Context: an optimization exercise on an open-source flow, tuned for small area, a short achievable clock period and few clock cycles per item. The choices shown serve that exercise and are no tape-out recipe. Only simulation tests tie the RTL to the original design; equivalence was not proved.

## north
==> flow/design.v <==
module hdu_plane_dec (
    input  wire        clk,
    input  wire        rst,           
    input  wire        tab_we,
    input  wire [4:0]  tab_addr,      
    input  wire [4:0]  tab_len,
    input  wire [15:0] tab_code,
    input  wire        start,
    input  wire [15:0] cfg_cols,
    input  wire [15:0] cfg_rows,
    input  wire [23:0] cfg_psize,     
    input  wire [15:0] cfg_seed,
    input  wire        in_valid,
    input  wire [7:0]  in_data,
    output wire        in_ready,
    output wire        out_valid,
    output wire [15:0] out_sample,
    input  wire        out_ready,
    output reg         done,
    output reg  [3:0]  err_cause,
    output reg  [2:0]  err_sub,
    output reg  [26:0] pos
);
    localparam NTAB = 20;
    localparam C_NONE  = 4'd0, C_TRUNC = 4'd3, C_TABLE = 4'd4, C_STREAM = 4'd5;
    localparam T_LEAF_ON_PATH = 3'd1, T_INTERNAL_AT_LEAF = 3'd2, T_DUPLICATE = 3'd3,
               T_BAD_LENGTH   = 3'd4, T_NO_SENTINEL      = 3'd5;
    localparam S_UNDEF_LEAF = 3'd1, S_ABSENT = 3'd2, S_BAD_SIZE = 3'd3,
               S_OVERFLOW   = 3'd4, S_BAD_SEED = 3'd5;
    localparam ST_IDLE = 3'd0,
               ST_CHK  = 3'd1,    
               ST_RDB  = 3'd2,    
               ST_RDL  = 3'd3,    
               ST_RCK  = 3'd4,    
               ST_RUN  = 3'd5,    
               ST_SER  = 3'd6,    
               ST_END  = 3'd7;    
    localparam K_SENT = 3'd0;
    reg [2:0]  state;
    reg [4:0]  tlen  [0:NTAB-1];
    reg [15:0] tcode [0:NTAB-1];
    reg        wq_we;
    reg [4:0]  wq_addr;
    reg [4:0]  wq_len;
    reg [39:0] buf_q;
    reg [5:0]  cnt;
    wire [15:0] win   = buf_q[39:24];
    wire [31:0] top32 = buf_q[39:8];
    reg [4:0]  chk_next;
    reg        evt;
    reg [2:0]  evt_kind;
    reg [4:0]  t;             
    reg [4:0]      wl;        
    reg [4:0]      vi;        
    reg            vo;
    reg        seed_ok, empty;
    reg [15:0] cols, col, rowrem;
    reg [23:0] rem;           
    reg        rem_z;         
    reg        e_big, e_tr, e_ser;
    reg [4:0]  lsel_q;
    reg        s2_valid;
    reg [15:0] s2_v;          
    reg [4:0]  s2_s;
    reg [5:0]  s2_c;
    reg        s2_seedp;
    reg        s2_top;        
    reg [5:0]  pc;            
    reg        halt;          
    reg        o_valid;
    reg [15:0] o_sample;
    assign out_valid  = o_valid;
    assign out_sample = o_sample;
    function [15:0] top_mask(input [4:0] n);
        begin
            if (n >= 5'd16)
                top_mask = 16'hffff;
            else
                top_mask = ~(16'hffff >> n);
        end
    endfunction
    function [NTAB-1:0] thermo(input [4:0] n);
        integer i;
        begin
            for (i = 0; i < NTAB; i = i + 1)
                thermo[i] = (i < n);
        end
    endfunction
    function [NTAB-1:0] onehot(input [4:0] n);
        integer i;
        begin
            for (i = 0; i < NTAB; i = i + 1)
                onehot[i] = (i == n);
        end
    endfunction
    wire [15:0]     wm = top_mask(wl);
    wire [NTAB-1:0] vq = vo ? onehot(vi) : thermo(vi);
    reg [NTAB-1:0] hit;
    integer k;
    always @(*) begin
        for (k = 0; k < NTAB; k = k + 1)
            hit[k] = (((tcode[k] ^ win) & top_mask(tlen[k]) & wm) == 16'd0) && vq[k];
    end
    wire any_hit = |hit;
    reg [4:0] lsel;
    reg [4:0] ssel;
    always @(*) begin
        lsel = 5'd0;
        ssel = 5'd0;
        for (k = 0; k < NTAB; k = k + 1) begin
            lsel = lsel | (hit[k] ? tlen[k] : 5'd0);
            ssel = ssel | (hit[k] ? k[4:0] : 5'd0);
        end
    end
    wire mchk = wq_we || (state == ST_RCK);
    wire [4:0] idx = wq_we ? wq_addr : chk_next;
    wire [2:0] ck_kind = (wq_len == 5'd0)  ? K_SENT :
                         (wq_len > 5'd16)  ? T_BAD_LENGTH :
                         (lsel < wq_len)   ? T_LEAF_ON_PATH :
                         (lsel == wq_len)  ? T_DUPLICATE : T_INTERNAL_AT_LEAF;
    wire       ck_evt  = (wq_len == 5'd0) || (wq_len > 5'd16) || any_hit;
    reg [5:0]  csel;
    reg [5:0]  ck;
    always @(*) begin
        csel = 6'd0;
        for (k = 0; k < NTAB; k = k + 1) begin
            ck   = {1'b0, tlen[k]} + k;
            csel = csel | (hit[k] ? ck : 6'd0);
        end
    end
    wire [5:0] c      = csel;
    wire       big    = hit[17] | hit[18] | hit[19];
    wire       ok_c   = any_hit && !big && (c <= cnt);
    wire       ok_l   = any_hit && ({1'b0, lsel} <= cnt);
    wire       exhausted = rem_z;
    wire       last_col  = (col == cols);
    wire       last1     = last_col && (rowrem == 16'd1);
    wire [63:0] vsh   = {32'd0, top32} << c;
    wire [15:0] v_raw = vsh[47:32];
    wire        v_top = (ssel != 5'd0) && top32[5'd31 - lsel];
    wire [15:0] s_mask = ~(16'hffff << s2_s);
    wire [16:0] x      = s2_top ? {1'b0, s2_v & s_mask} : {1'b1, s2_v | ~s_mask};
    wire [15:0] pred   = s2_seedp ? 16'd512 : o_sample;
    wire [17:0] sum    = {2'b00, pred} + {x[16], x} + {17'd0, ~s2_top};
    wire        ovf    = sum[17:16] != 2'b00;
    wire s3_free = !o_valid || out_ready;
    wire s2_go   = s2_valid && s3_free && !halt;
    wire s2_free = !s2_valid || s3_free;
    wire fire = (state == ST_RUN) && ok_c && s2_free;
    wire go_ok = seed_ok && evt && (evt_kind == K_SENT) && !empty && (chk_next != 5'd0);
    assign in_ready = !rem_z &&
                      (((state == ST_RUN) && (cnt <= 6'd32)) ||
                       ((state == ST_CHK) && !wq_we && go_ok));
    wire take = in_ready && in_valid;
    wire merge = take && (state == ST_RUN);
    reg [39:0] pre;
    integer j, b;
    always @(*) begin
        pre = buf_q;
        for (j = 0; j < 40; j = j + 1)
            for (b = 0; b < 8; b = b + 1)
                if (32 - j + b >= 0 && 32 - j + b <= 32)
                    if (merge && cnt == 32 - j + b)
                        pre[j] = pre[j] | in_data[b];
    end
    wire [39:0] shifted = pre << c;
    wire end_ready = !o_valid || out_ready;
    wire [26:0] pos_step = halt     ? ~{21'd0, pc} + 27'd1 :
                           s2_valid ? {21'd0, s2_c} : {22'd0, t};
    wire [26:0] pos_next = pos + pos_step;
    always @(posedge clk) begin
        if (wq_we) begin
            tlen[wq_addr]  <= wq_len;
            tcode[wq_addr] <= buf_q[23:8];
        end
    end
    always @(posedge clk) begin
        done <= 1'b0;
        wl   <= 5'd16;
        if (s2_go) begin
            o_valid  <= !ovf;
            o_sample <= sum[15:0];
            pos      <= pos_next;
            pc       <= s2_c;
        end else if (out_ready)
            o_valid  <= 1'b0;
        if (state == ST_RUN && s2_free) begin
            s2_v     <= v_raw;
            s2_s     <= ssel;
            s2_c     <= c;
            s2_top   <= v_top;
            s2_seedp <= (col[15:2] == 14'd0) && !(col[1] && col[0]);
        end
        if (fire)
            s2_valid <= 1'b1;
        else if (s2_go)
            s2_valid <= 1'b0;
        e_big  <= (state == ST_RUN) && ok_l && big;
        e_tr   <= (state == ST_RUN) && ok_l && !big && (c > cnt) && exhausted;
        e_ser  <= (state == ST_RUN) && !ok_l && (exhausted || cnt >= 6'd16);
        lsel_q <= lsel;
        if (state == ST_IDLE) begin
            if (tab_we) begin
                buf_q[39:24] <= tab_code << (5'd16 - tab_len);
                buf_q[23:8]  <= tab_code << (5'd16 - tab_len);
            end
        end else if (state == ST_CHK) begin
            buf_q <= {in_data & {8{take}}, 32'd0};
            cnt   <= take ? 6'd8 : 6'd0;
        end else if (state == ST_RDB) begin
            if (!any_hit)
                buf_q[39 - t] <= 1'b1;
        end else if (state == ST_RUN) begin
            buf_q <= fire ? shifted : pre;
            cnt   <= fire ? cnt + (merge ? 6'd8 : 6'd0) - c : cnt + (merge ? 6'd8 : 6'd0);
        end
        if (take) begin
            rem   <= rem - 24'd1;
            rem_z <= (rem == 24'd1);
        end
        wq_we   <= tab_we && (tab_addr < NTAB) && (state == ST_IDLE);
        if (state == ST_IDLE) begin
            wq_addr <= tab_addr;
            wq_len  <= tab_len;
        end
        if (state == ST_IDLE && tab_we) begin
            wl <= tab_len;
            vi <= tab_addr; vo <= 1'b0;
        end
        if (mchk && (idx <= chk_next)) begin
            evt      <= ck_evt;
            evt_kind <= ck_kind;
            chk_next <= ck_evt ? idx : idx + 5'd1;
        end
        case (state)
        ST_IDLE: begin
            if (start) begin
                cols    <= cfg_cols;
                rowrem  <= cfg_rows;
                col     <= 16'd1;
                rem     <= cfg_psize;
                rem_z   <= (cfg_psize == 24'd0);
                cnt     <= 6'd0;
                seed_ok <= (cfg_seed == 16'd512);
                empty   <= (cfg_rows == 16'd0) || (cfg_cols == 16'd0);
                pos     <= 27'd0;
                state   <= ST_CHK;
            end
        end
        ST_CHK: begin
            if (!wq_we) begin
                if (!seed_ok) begin
                    err_cause <= C_STREAM; err_sub <= S_BAD_SEED; pos <= 27'd0;
                    done <= 1'b1; state <= ST_IDLE;
                end else if (evt) begin
                    if (evt_kind != K_SENT) begin
                        err_cause <= C_TABLE; err_sub <= evt_kind; pos <= {22'd0, chk_next};
                        done <= 1'b1; state <= ST_IDLE;
                    end else if (empty) begin
                        err_cause <= C_NONE; err_sub <= 3'd0; pos <= 27'd0;
                        done <= 1'b1; state <= ST_IDLE;
                    end else if (chk_next == 5'd0) begin
                        err_cause <= C_STREAM; err_sub <= S_UNDEF_LEAF; pos <= 27'd0;
                        done <= 1'b1; state <= ST_IDLE;
                    end else begin
                        vi    <= chk_next; vo <= 1'b0;
                        state <= ST_RUN;
                    end
                end else if (chk_next == NTAB) begin
                    err_cause <= C_TABLE; err_sub <= T_NO_SENTINEL; pos <= NTAB;
                    done <= 1'b1; state <= ST_IDLE;
                end else begin
                    buf_q <= 40'd0;
                    t     <= 5'd0;
                    wl    <= 5'd1;
                    vi    <= chk_next; vo <= 1'b1;
                    state <= ST_RDB;
                end
            end
        end
        ST_RDB: begin
            t <= t + 5'd1;
            if (t == 5'd15)
                state <= ST_RDL;
            else
                wl <= t + 5'd2;
        end
        ST_RDL: begin
            if (t == 5'd16) begin
                wq_len <= lsel;
                t      <= 5'd17;
            end else begin
                wl    <= wq_len;
                vi    <= chk_next; vo <= 1'b0;
                state <= ST_RCK;
            end
        end
        ST_RCK: begin
            t <= 5'd0;
            if (ck_evt || chk_next == NTAB - 1)
                state <= ST_CHK;
            else begin
                buf_q <= 40'd0;
                wl    <= 5'd1;
                vi    <= chk_next + 5'd1; vo <= 1'b1;
                state <= ST_RDB;
            end
        end
        ST_RUN: begin
            if (fire) begin
                if (last_col) begin
                    col    <= 16'd1;
                    rowrem <= rowrem - 16'd1;
                end else
                    col <= col + 16'd1;
            end
            if (fire && last1) begin
                err_cause <= C_NONE; err_sub <= 3'd0; t <= 5'd0;
                state <= ST_END;
            end else if (e_big) begin
                err_cause <= C_STREAM; err_sub <= S_BAD_SIZE; t <= 5'd0;
                state <= ST_END;
            end else if (e_tr) begin
                err_cause <= C_TRUNC; err_sub <= 3'd0; t <= lsel_q;
                state <= ST_END;
            end else if (e_ser) begin
                t     <= 5'd0;
                wl    <= 5'd1;
                state <= ST_SER;
            end
        end
        ST_SER: begin
            if (exhausted && {1'b0, t} == cnt) begin
                err_cause <= C_TRUNC; err_sub <= 3'd0;
                state <= ST_END;
            end else if (!any_hit) begin
                err_cause <= C_STREAM; err_sub <= S_ABSENT;
                state <= ST_END;
            end else begin
                t  <= t + 5'd1;
                wl <= t + 5'd2;
            end
        end
        ST_END: begin
            if (halt) begin
                pos      <= pos_next;
                halt     <= 1'b0;
                s2_valid <= 1'b0;
                done     <= 1'b1;
                state    <= ST_IDLE;
            end else if (end_ready && !s2_valid) begin
                pos   <= pos_next;
                done  <= 1'b1;
                state <= ST_IDLE;
            end
        end
        endcase
        if (s2_go && ovf) begin
            err_cause <= C_STREAM; err_sub <= S_OVERFLOW;
            halt  <= 1'b1;
            state <= ST_END;
        end
        if (rst) begin
            state    <= ST_IDLE;
            done     <= 1'b0;
            o_valid  <= 1'b0;
            s2_valid <= 1'b0;
            halt     <= 1'b0;
            wq_we    <= 1'b0;
            chk_next <= 5'd0;
            evt      <= 1'b0;
        end
    end
endmodule
clock: 11.0 ns
lec_check: 0
cap_margin: 20
core_margin: 2
core_utilization: 40
setup_slack_margin: 5
slew_margin: 20
run.sh (not shown) runs the stock make flow with config.mk's settings and CLKGATE_MAP_FILE= SYNTH_SCRIPT=/design/flow/synth_recipe.tcl, a recipe that flattens the netlist after the stock synthesis.
Testbench counts of north, summed over its fixed seeds: cycles 18,469, samples 16,047.
Relative to north, the following input files were edited for south:
--- a/flow/design.v
+++ b/flow/design.v
@@ -58,4 +58,6 @@
     reg [23:0] rem;           
     reg        rem_z;         
+    reg [7:0]  ib;            
+    reg        ib_v;
     reg        e_big, e_tr, e_ser;
     reg [4:0]  lsel_q;
@@ -133,5 +135,5 @@
     wire       ok_c   = any_hit && !big && (c <= cnt);
     wire       ok_l   = any_hit && ({1'b0, lsel} <= cnt);
-    wire       exhausted = rem_z;
+    wire       exhausted = rem_z && !ib_v;
     wire       last_col  = (col == cols);
     wire       last1     = last_col && (rowrem == 16'd1);
@@ -149,9 +151,9 @@
     wire fire = (state == ST_RUN) && ok_c && s2_free;
     wire go_ok = seed_ok && evt && (evt_kind == K_SENT) && !empty && (chk_next != 5'd0);
+    wire merge = ib_v && (cnt <= 6'd32);
     assign in_ready = !rem_z &&
-                      (((state == ST_RUN) && (cnt <= 6'd32)) ||
+                      (((state == ST_RUN) && (!ib_v || (cnt <= 6'd32))) ||
                        ((state == ST_CHK) && !wq_we && go_ok));
     wire take = in_ready && in_valid;
-    wire merge = take && (state == ST_RUN);
     reg [39:0] pre;
     integer j, b;
@@ -162,5 +164,5 @@
                 if (32 - j + b >= 0 && 32 - j + b <= 32)
                     if (merge && cnt == 32 - j + b)
-                        pre[j] = pre[j] | in_data[b];
+                        pre[j] = pre[j] | ib[b];
     end
     wire [39:0] shifted = pre << c;
@@ -219,4 +221,9 @@
             rem_z <= (rem == 24'd1);
         end
+        if (state == ST_RUN && take) begin
+            ib   <= in_data;
+            ib_v <= 1'b1;
+        end else if (merge && state == ST_RUN)
+            ib_v <= 1'b0;
         wq_we   <= tab_we && (tab_addr < NTAB) && (state == ST_IDLE);
         if (state == ST_IDLE) begin
@@ -241,4 +248,5 @@
                 rem     <= cfg_psize;
                 rem_z   <= (cfg_psize == 24'd0);
+                ib_v    <= 1'b0;
                 cnt     <= 6'd0;
                 seed_ok <= (cfg_seed == 16'd512);
==> comparison <==
In south, synthesized netlist net count is higher than in north.
As of south, maximum frequency had risen slightly compared to north.
Compare north and south | final cell count higher: north
Setup slack was higher in the run labelled south.
On clock period minus worst slack: between north and south, it ends up lower for south.
Testbench counts of south, summed over its fixed seeds: cycles 18,543, samples 16,047.

-- re-timing with driven ports --
The flow's constraints put no driver on any port. The routed layouts listed below were extracted and timed again, unchanged, in two steps. Step 1 (the two cells are an assumption about what drives the block):
set clk [get_ports {clk}]
set_driving_cell -lib_cell sky130_fd_sc_hd__clkbuf_16 $clk
set_driving_cell -lib_cell sky130_fd_sc_hd__buf_2 [delete_from_list [all_inputs] $clk]
Step 2 adds t to the input delays and takes it off the output delays; t is the mean of the earliest and latest rising clock arrival at the registers after step 1. Input paths then give back, and output paths get back, about the clock's delay inside the block. Three values: ideal ports, drivers, drivers and shift; two values: the first two.
run	shift t [ns]	setup slack, ns	hold slack, ns
north	0.746	4.877 / 4.877 / 4.247	0.458 / 0.458 / 0.458
south	0.756	4.996 / 4.996 / 4.412	0.453 / 0.453 / 0.453
After both steps every run listed still meets setup and hold. The setup slack of north, which loses most, moves by 0.000 ns with the drivers and by -0.630 ns with both steps.
